This is an optimization exercise on Yosys and OpenROAD, whose aim is a short achievable clock period and few clock cycles, not a production implementation.
In this exercise RTL edits were held to simulation tests only and were not proved equivalent to the original.
No activity file was given, so power comes from the tool's default toggle rates.

--- flow/design.v ---
module vp64_core (
    input  wire        clk,
    input  wire        rst,           
    output reg         mem_req,
    output reg         mem_we,
    output reg  [15:0] mem_addr,
    output reg  [63:0] mem_wdata,
    input  wire        mem_ready,
    input  wire [63:0] mem_rdata,
    output reg         diag_valid,
    output reg  [2:0]  diag_kind,
    output reg  [63:0] diag_info,
    output reg  [63:0] diag_value,
    output reg  [5:0]  diag_op,
    output reg  [3:0]  diag_slot
);
    localparam [63:0] SENTINEL = 64'hDEAD_BEEF_0BAD_F00D;
    localparam [5:0] OP_NOP  = 6'd0,  OP_BRA  = 6'd1,  OP_BZ   = 6'd2,  OP_BC   = 6'd3,
                     OP_CALL = 6'd4,  OP_RFS  = 6'd5,  OP_NEXT = 6'd6,  OP_TIMES= 6'd7,
                     OP_LDRP = 6'd8,  OP_LDXP = 6'd9,  OP_LDI  = 6'd10, OP_LDX  = 6'd11,
                     OP_OR   = 6'd12, OP_STXP = 6'd13, OP_RR8  = 6'd14, OP_STX  = 6'd15,
                     OP_COM  = 6'd16, OP_SHL  = 6'd17, OP_SHR  = 6'd18, OP_MULS = 6'd19,
                     OP_XOR  = 6'd20, OP_AND  = 6'd21, OP_DIVS = 6'd22, OP_ADD  = 6'd23,
                     OP_POP  = 6'd24, OP_TX   = 6'd25, OP_DUP  = 6'd26, OP_OVER = 6'd27,
                     OP_PUSH = 6'd28, OP_XT   = 6'd29, OP_DROP = 6'd30;
    localparam [2:0] D_PC_WRAP = 3'd1, D_READ_WRAP = 3'd2, D_WRITE_WRAP = 3'd3,
                     D_UNIMPL  = 3'd4, D_UNKNOWN   = 3'd5, D_OFFSLOT    = 3'd6;
    localparam [1:0] S_FETCH = 2'd0,    
                     S_FDATA = 2'd1,    
                     S_EXEC  = 2'd2,    
                     S_LDATA = 2'd3;    
    reg [63:0] T, X, R, pc, ip, IR;
    reg [3:0]  cursor;
    reg [63:0] pb [0:15];
    reg [63:0] rb [0:15];
    reg [3:0]  psp, rsp;
    reg [1:0]  state;
    reg [5:0] op;
    always @(*) begin
        case (cursor)
            4'd1:    op = IR[63:58];
            4'd2:    op = IR[57:52];
            4'd3:    op = IR[51:46];
            4'd4:    op = IR[45:40];
            4'd5:    op = IR[39:34];
            4'd6:    op = IR[33:28];
            4'd7:    op = IR[27:22];
            4'd8:    op = IR[21:16];
            4'd9:    op = IR[15:10];
            default: op = IR[9:4];
        endcase
    end
    wire [63:0] operand = {{10{IR[57]}}, IR[57:4]};
    wire [63:0] target  = ip + operand;
    wire [63:0] pb_top  = pb[psp];
    wire [63:0] rb_top  = rb[rsp];
    wire [3:0]  psp_up  = psp + 4'd1;
    wire [3:0]  rsp_up  = rsp + 4'd1;
    wire [3:0]  cursor_inc = cursor + 4'd1;
    wire is_load  = (op == OP_LDRP) || (op == OP_LDXP) || (op == OP_LDI) || (op == OP_LDX);
    wire is_store = (op == OP_STXP) || (op == OP_STX);
    wire is_opbr  = (op == OP_BRA) || (op == OP_BZ) || (op == OP_BC) ||
                    (op == OP_CALL) || (op == OP_NEXT);
    reg [63:0] load_addr;
    always @(*) begin
        case (op)
            OP_LDRP: load_addr = R;
            OP_LDI:  load_addr = pc;
            default: load_addr = X;
        endcase
    end
    always @(*) begin
        mem_req   = 1'b0;
        mem_we    = 1'b0;
        mem_addr  = pc[15:0];
        mem_wdata = T;
        case (state)
            S_FETCH: begin
                mem_req  = 1'b1;
                mem_addr = pc[15:0];
            end
            S_EXEC: begin
                if (is_load) begin
                    mem_req  = 1'b1;
                    mem_addr = load_addr[15:0];
                end else if (is_store) begin
                    mem_req  = 1'b1;
                    mem_we   = 1'b1;
                    mem_addr = X[15:0];
                end
            end
            default: ;
        endcase
    end
    wire taken = mem_req && mem_ready;
    integer i;
    task advance;
        begin
            cursor <= cursor_inc;
            state  <= (cursor_inc > 4'd10) ? S_FETCH : S_EXEC;
        end
    endtask
    task transfer(input [63:0] dest);
        begin
            pc     <= dest;
            cursor <= 4'd0;
            state  <= S_FETCH;
        end
    endtask
    task push_p(input [63:0] v);
        begin
            psp      <= psp_up;
            pb[psp_up] <= v;
        end
    endtask
    task push_r(input [63:0] v);
        begin
            rsp        <= rsp_up;
            rb[rsp_up] <= v;
        end
    endtask
    task emit(input [2:0] kind, input [63:0] info, input [63:0] value);
        begin
            diag_valid <= 1'b1;
            diag_kind  <= kind;
            diag_info  <= info;
            diag_value <= value;
            diag_op    <= op;
            diag_slot  <= cursor;
        end
    endtask
    always @(posedge clk) begin
        if (rst) begin
            T      <= 64'd0;
            X      <= 64'd0;
            R      <= 64'd0;
            pc     <= 64'd0;
            ip     <= 64'd0;
            IR     <= 64'd0;
            cursor <= 4'd0;
            psp    <= 4'd0;
            rsp    <= 4'd0;
            for (i = 0; i < 16; i = i + 1) begin
                pb[i] <= 64'd0;
                rb[i] <= 64'd0;
            end
            state      <= S_FETCH;
            diag_valid <= 1'b0;
            diag_kind  <= 3'd0;
            diag_info  <= 64'd0;
            diag_value <= 64'd0;
            diag_op    <= 6'd0;
            diag_slot  <= 4'd0;
        end else begin
            diag_valid <= 1'b0;
            case (state)
                S_FETCH: begin
                    if (taken) begin
                        ip <= pc;
                        pc <= {48'd0, pc[15:0]} + 64'd1;
                        if (pc[63:16] != 48'd0)
                            emit(D_PC_WRAP, pc, 64'd0);
                        state <= S_FDATA;
                    end
                end
                S_FDATA: begin
                    IR     <= mem_rdata;
                    cursor <= 4'd1;
                    state  <= S_EXEC;
                end
                S_EXEC: begin
                    if (is_opbr && cursor != 4'd1)
                        emit(D_OFFSLOT, ip, 64'd0);
                    case (op)
                        OP_BRA:  transfer(target);
                        OP_BZ:   if (T == 64'd0) transfer(target); else advance;
                        OP_BC:   if (T[63]) transfer(target); else advance;
                        OP_CALL: begin
                            push_r(R);
                            R <= pc;
                            transfer(target);
                        end
                        OP_RFS: begin
                            R   <= rb_top;
                            rsp <= rsp - 4'd1;
                            transfer(R);
                        end
                        OP_NEXT: begin
                            if (R != 64'd0) begin
                                R <= R - 64'd1;
                                transfer(target);
                            end else advance;
                        end
                        OP_TIMES: begin
                            if (R != 64'd0) begin
                                R <= R - 64'd1;
                                transfer(ip);
                            end else advance;
                        end
                        OP_LDRP, OP_LDXP, OP_LDI, OP_LDX: begin
                            if (taken) begin
                                if (load_addr[63:16] != 48'd0)
                                    emit((op == OP_LDI) ? D_PC_WRAP : D_READ_WRAP, load_addr, 64'd0);
                                state <= S_LDATA;
                            end
                        end
                        OP_STXP, OP_STX: begin
                            if (taken) begin
                                if (X[63:16] != 48'd0)
                                    emit(D_WRITE_WRAP, X, T);
                                T   <= pb_top;
                                psp <= psp - 4'd1;
                                if (op == OP_STXP)
                                    X <= X + 64'd1;
                                advance;
                            end
                        end
                        OP_OR, OP_XOR, OP_AND, OP_ADD: begin
                            case (op)
                                OP_OR:   T <= T | pb_top;
                                OP_XOR:  T <= T ^ pb_top;
                                OP_AND:  T <= T & pb_top;
                                default: T <= T + pb_top;
                            endcase
                            psp <= psp - 4'd1;
                            advance;
                        end
                        OP_RR8:  begin T <= {T[7:0], T[63:8]}; advance; end
                        OP_COM:  begin T <= ~T;                advance; end
                        OP_SHL:  begin T <= {T[62:0], 1'b0};   advance; end
                        OP_SHR:  begin T <= {1'b0, T[63:1]};   advance; end
                        OP_MULS, OP_DIVS: begin
                            T <= SENTINEL;
                            emit(D_UNIMPL, ip, 64'd0);
                            advance;
                        end
                        OP_POP: begin
                            push_p(T);
                            T   <= R;
                            R   <= rb_top;
                            rsp <= rsp - 4'd1;
                            advance;
                        end
                        OP_TX: begin
                            push_p(T);
                            T <= X;
                            advance;
                        end
                        OP_DUP: begin
                            push_p(T);
                            advance;
                        end
                        OP_OVER: begin
                            push_p(T);
                            T <= pb_top;
                            advance;
                        end
                        OP_PUSH: begin
                            push_r(R);
                            R   <= T;
                            T   <= pb_top;
                            psp <= psp - 4'd1;
                            advance;
                        end
                        OP_XT: begin
                            X   <= T;
                            T   <= pb_top;
                            psp <= psp - 4'd1;
                            advance;
                        end
                        OP_DROP: begin
                            T   <= pb_top;
                            psp <= psp - 4'd1;
                            advance;
                        end
                        OP_NOP: advance;
                        default: begin
                            emit(D_UNKNOWN, ip, 64'd0);
                            advance;
                        end
                    endcase
                end
                S_LDATA: begin
                    push_p(T);
                    T <= mem_rdata;
                    case (op)
                        OP_LDRP: R  <= R + 64'd1;
                        OP_LDXP: X  <= X + 64'd1;
                        OP_LDI:  pc <= {48'd0, pc[15:0]} + 64'd1;
                        default: ;
                    endcase
                    advance;
                end
            endcase
        end
    end
endmodule
--- flow/run.sh ---
#!/bin/bash
# synth_recipe.tcl (not shown) runs the flow's synth.tcl, then flattens the netlist and writes it again
# the make line also repeats each setting of config.mk as NAME=value (left out here)
make -C /OpenROAD-flow-scripts/flow DESIGN_CONFIG=/design/flow/config.mk WORK_HOME=/design/flow/orfs CLKGATE_MAP_FILE= SYNTH_SCRIPT=/design/flow/synth_recipe.tcl finish
--- flow/config.mk ---
export PLATFORM = sky130hd
export DESIGN_NAME = vp64_core
export DESIGN_NICKNAME = vp64_core
export VERILOG_FILES = /design/flow/design.v
export SDC_FILE = /design/flow/constraint.sdc
export NUM_CORES = 4
export LEC_CHECK = 0
export CAP_MARGIN = 20
export CORE_MARGIN = 2
export CORE_UTILIZATION = 40
export PLACE_DENSITY = 0.6
export SLEW_MARGIN = 20
--- flow/constraint.sdc ---
create_clock -name core_clock -period 8.5 [get_ports {clk}]
set_input_delay 1.7000 -clock core_clock [delete_from_list [all_inputs] [get_ports {clk}]]
set_output_delay 1.7000 -clock core_clock [all_outputs]
set_load 0.01 [all_outputs]
==> run notes <==
-- cells by family (layout without fill, tap and decap cells) --
family / count (synthesis) / in the layout
AO/OA/AOI/OAI: 2380 / 2380
XOR/XNOR: 154 / 154
adder cells (fa/ha/maj): 211 / 211
buffers and inverters: 1529 / 1438
flip-flops: 2592 / 2592
multiplexers: 717 / 717
other: 0 / 32
AND/OR/NAND/NOR: 4358 / 4358
-- per-layer routing --
metal	up-vias	global-route usage	wire, um
met3	1769	0.0998	75600
met1	55120	0.434	222000
li1	44403	-	-
met5	-	0	155
met2	7915	0.488	254000
met4	20	0.219	47100
-- worst max-delay path by stage --
| stage | startpoint | to | slack (ns) |
|---|---|---|---|
| floorplan | cursor[1] | rb[3][0] | 0.12 |
| global route | cursor[0] | mem_addr[1] | 0.79 |
| global placement | cursor[0] | T[31] | 1.58 |
| CTS | cursor[0] | mem_addr[3] | 1.17 |
| detailed placement | cursor[0] | diag_value[62] | 2.05 |
| finish | cursor[0] | mem_addr[1] | 1.03 |
-- final cells by class --
class | count | area (sq um)
well taps | 4536 | 5680
clock inverters | 164 | 1750
multi-input cells | 7820 | 58800
repair buffers | 720 | 6650
fillers | 30652 | 185000
flip-flops and latches | 2592 | 72400
diodes | 32 | 80.1
inverters | 186 | 699
clock buffers | 368 | 8000
-- power breakdown --
group	leakage [uW]	internal, uW	switching, uW
Sequential	0.0256	14100	392
Clock	0.00476	7640	5520
Combinational	0.0262	1840	3880
Total	0.0565	23600	9800
-- synthesized netlist by cell type, drive strengths merged, types with 13 or more instances --
library cell | number | area, sq um
and4 | 13 | 114
or3 | 29 | 181
xnor2 | 77 | 674
a32oi | 14 | 123
xor2 | 77 | 674
o211ai | 71 | 538
buf | 148 | 646
o22ai | 45 | 282
mux2 | 55 | 619
a22oi | 127 | 958
a311oi | 19 | 166
dfxtp | 544 | 10900
nor3b | 17 | 128
o31ai | 20 | 155
mux4 | 635 | 14300
and3 | 965 | 6040
or4 | 23 | 195
a222oi | 62 | 621
a22o | 102 | 893
nor2b | 25 | 156
inv | 180 | 676
and2 | 961 | 6010
nand2b | 28 | 175
o21ai | 479 | 2400
nor3 | 385 | 1930
o21bai | 26 | 195
a221o | 38 | 380
nand4 | 77 | 482
a221oi | 190 | 1660
o221ai | 23 | 201
mux2i | 27 | 270
o2111ai | 35 | 307
a21o | 108 | 811
clkbuf | 1195 | 4490
nand3 | 220 | 1100
nor2 | 503 | 1910
nor4 | 77 | 528
a31oi | 91 | 576
nand2 | 999 | 3750
a21oi | 708 | 3550
o21a | 24 | 180
a211oi | 95 | 728
ha | 209 | 2620
edfxtp | 2048 | 61500
-- sequential cells by signal (all words and copies together), names as in the netlist, 60 cells and up, named ones only --
name        flops
X              64
ip             64
pb           1024
IR             60
R              64
pc             64
diag_value     64
rb           1024
T              64
diag_info      64
-- per-stage QoR --
stage	instances	instance area (sq um)	utilization
final	16418	154000	0.454
after global routing	16388	154000	0.454
after CTS	16384	154000	0.454
after detailed placement	15852	144000	0.425
after global placement	15848	144000	0.425
after floorplan	11941	136000	-
==> run notes <==
hold_sp=diag_value[18]; Final Setup Violations=0; cell family with most CP delay=compound AO/OA/AOI/OAI gates; Required @ worst endpoint=6.80 ns; final hold violation count=0; hold buffer count at cts=0; Buffers on Ports=290; CTS tree=done; latest clock arrival within the worst-skew pair=0.96 ns; distinct cell type count after synthesis=97; post-synthesis adder-cell area fraction=0.0195; nets@finish=11893; post-route ant nets=0; die area=345000 sq um; Cell Chain, Critical Path=inv_1, ha_1, o21ai_0, a22o_1, nor4_1, o21ai_1, a21oi_1, buf_4, o21ai_0, a21oi_1, a21oi_1, o21ai_0, clkdlybuf4s50_1; total power=33400 uW; crit share post-route=0.878; synthesized-area fraction occupied by and/or/nand/nor cells=0.169; Initial Util=0.401; outcome=timing/DRC/antenna clean; Async S/R FF share, synth=0; Seq/Total Area, Yosys=0.532; EDFF count, synth=2048; Final Slew Violations=0; DR vias=109227; Worst Path Max Fanout=14; Post-Syn Instances=11941; clk sink count=2592; die height=587 um; most frequent cells in the layout=2048 x edfxtp_1, 997 x nand2_1, 961 x and3_1, 957 x and2_1, 703 x a21oi_1; cell area after synthesis=136000 sq um; residual overflow from global routing=0; worst slack at placement=2.05 ns; Top FF cell, synth=edfxtp_1; Max Cap Viol=0; H-Tree Level Count=5; flop-to-flop setup slack=1.75 ns; hold depth=1; Yosys reg bits=2592; commonest non-fill, non-tap cell in the layout=edfxtp_1; Area Growth Syn to Fin=13.3%; Syn Nets=12219; Initial DRT Pass Iterations=10; DIE WIDTH=587 um; leakage=0.0565 uW; cts bufs inserted=295; row cnt=214; GRT Util Overall=0.335; Yosys warning total=1; final wirelength=598 mm; root buffer cell=clkbuf_16; Worst Skew=0.0823 ns; Slowest cell on crit path=nor4_1; CTS resizes=0; core area=339000 sq um; largest net degree at the start of global routing=148; arrival time worst endpoint=5.77 ns; vias per cell=6.65; number of global-route vias before repair=103856; setup TNS=0 ns; Top Ports=291; Levels on crit path=13; largest family of logic cells by synthesized area=simple AND/OR/NAND/NOR gates; Worst Hold Path EP=diag_value[18]; Worst Setup End Kind=primary output; Pwr Density=216 nW/um^2; Hold Path Class=flip-flop to flip-flop; clock-pin slew on the worst setup and hold paths=0.06 ns; initial antenna violation count=58; drc violations=0; r2r startpoint=cursor[0]; critical path class=flip-flop to primary output; maximum vdd drop=0.179 mV; routed length per placed instance=36.4 um; Synth Area in XOR/XNOR=0.00991; worst slew pin tran=1.32 ns; Synth Area in Compound Gates=0.115; setup bufs post-CTS=0; Mapped Avg Cell Area=11.4 sq um; Final Wtd Congestion=1.03; clk buf depth=4; Worst Setup Start Kind=flip-flop; DP HPWL=383 mm; hold_ws=0.474 ns; FMAX=0.134 GHz; Final min period=7.47 ns; Reg2Reg Depth=16; CP max stage delay=0.67 ns; ratio of cells with drive above 1 in the final layout=0.147; WP buf/inv=3; fin worst setup slack=1.03 ns; Slew HR=0.0946; RSZ-0062 raised after global routing=false; first-pass GRT wire length=826 mm; mux cell area share after synthesis=0.112; drt initial violations=18380; r2r endpoint=T[31]
Testbench counts, summed over its fixed seeds: cycles 284,497.

-- what the ideal ports hide --
No port has a modelled driver above. Below, the same layout with a new extraction and two added sets of constraints.
Step 1: set_driving_cell puts a clkbuf_16 on clk and a buf_2 on each other input, an assumption about the parent block.
Step 2 adds t to the input delays and takes it off the output delays; t is the mean of the earliest and latest rising clock arrival at the registers after step 1. Input paths then give back, and output paths get back, about the clock's delay inside the block.
Three values: ideal ports, drivers, drivers and shift; two values: the first two.
shift t [ns]: 1.010
setup slack, ns: 1.034 / 0.946 / 1.749
worst setup path at the end: register to register
latest minus earliest clock arrival (ns): 0.093 / 0.092
worst register clock-pin slew, ns: 0.07 / 0.07
After both steps this run still meets setup and hold. For this run, drivers alone change the setup slack by -0.088 ns; drivers and shift together by +0.715 ns.
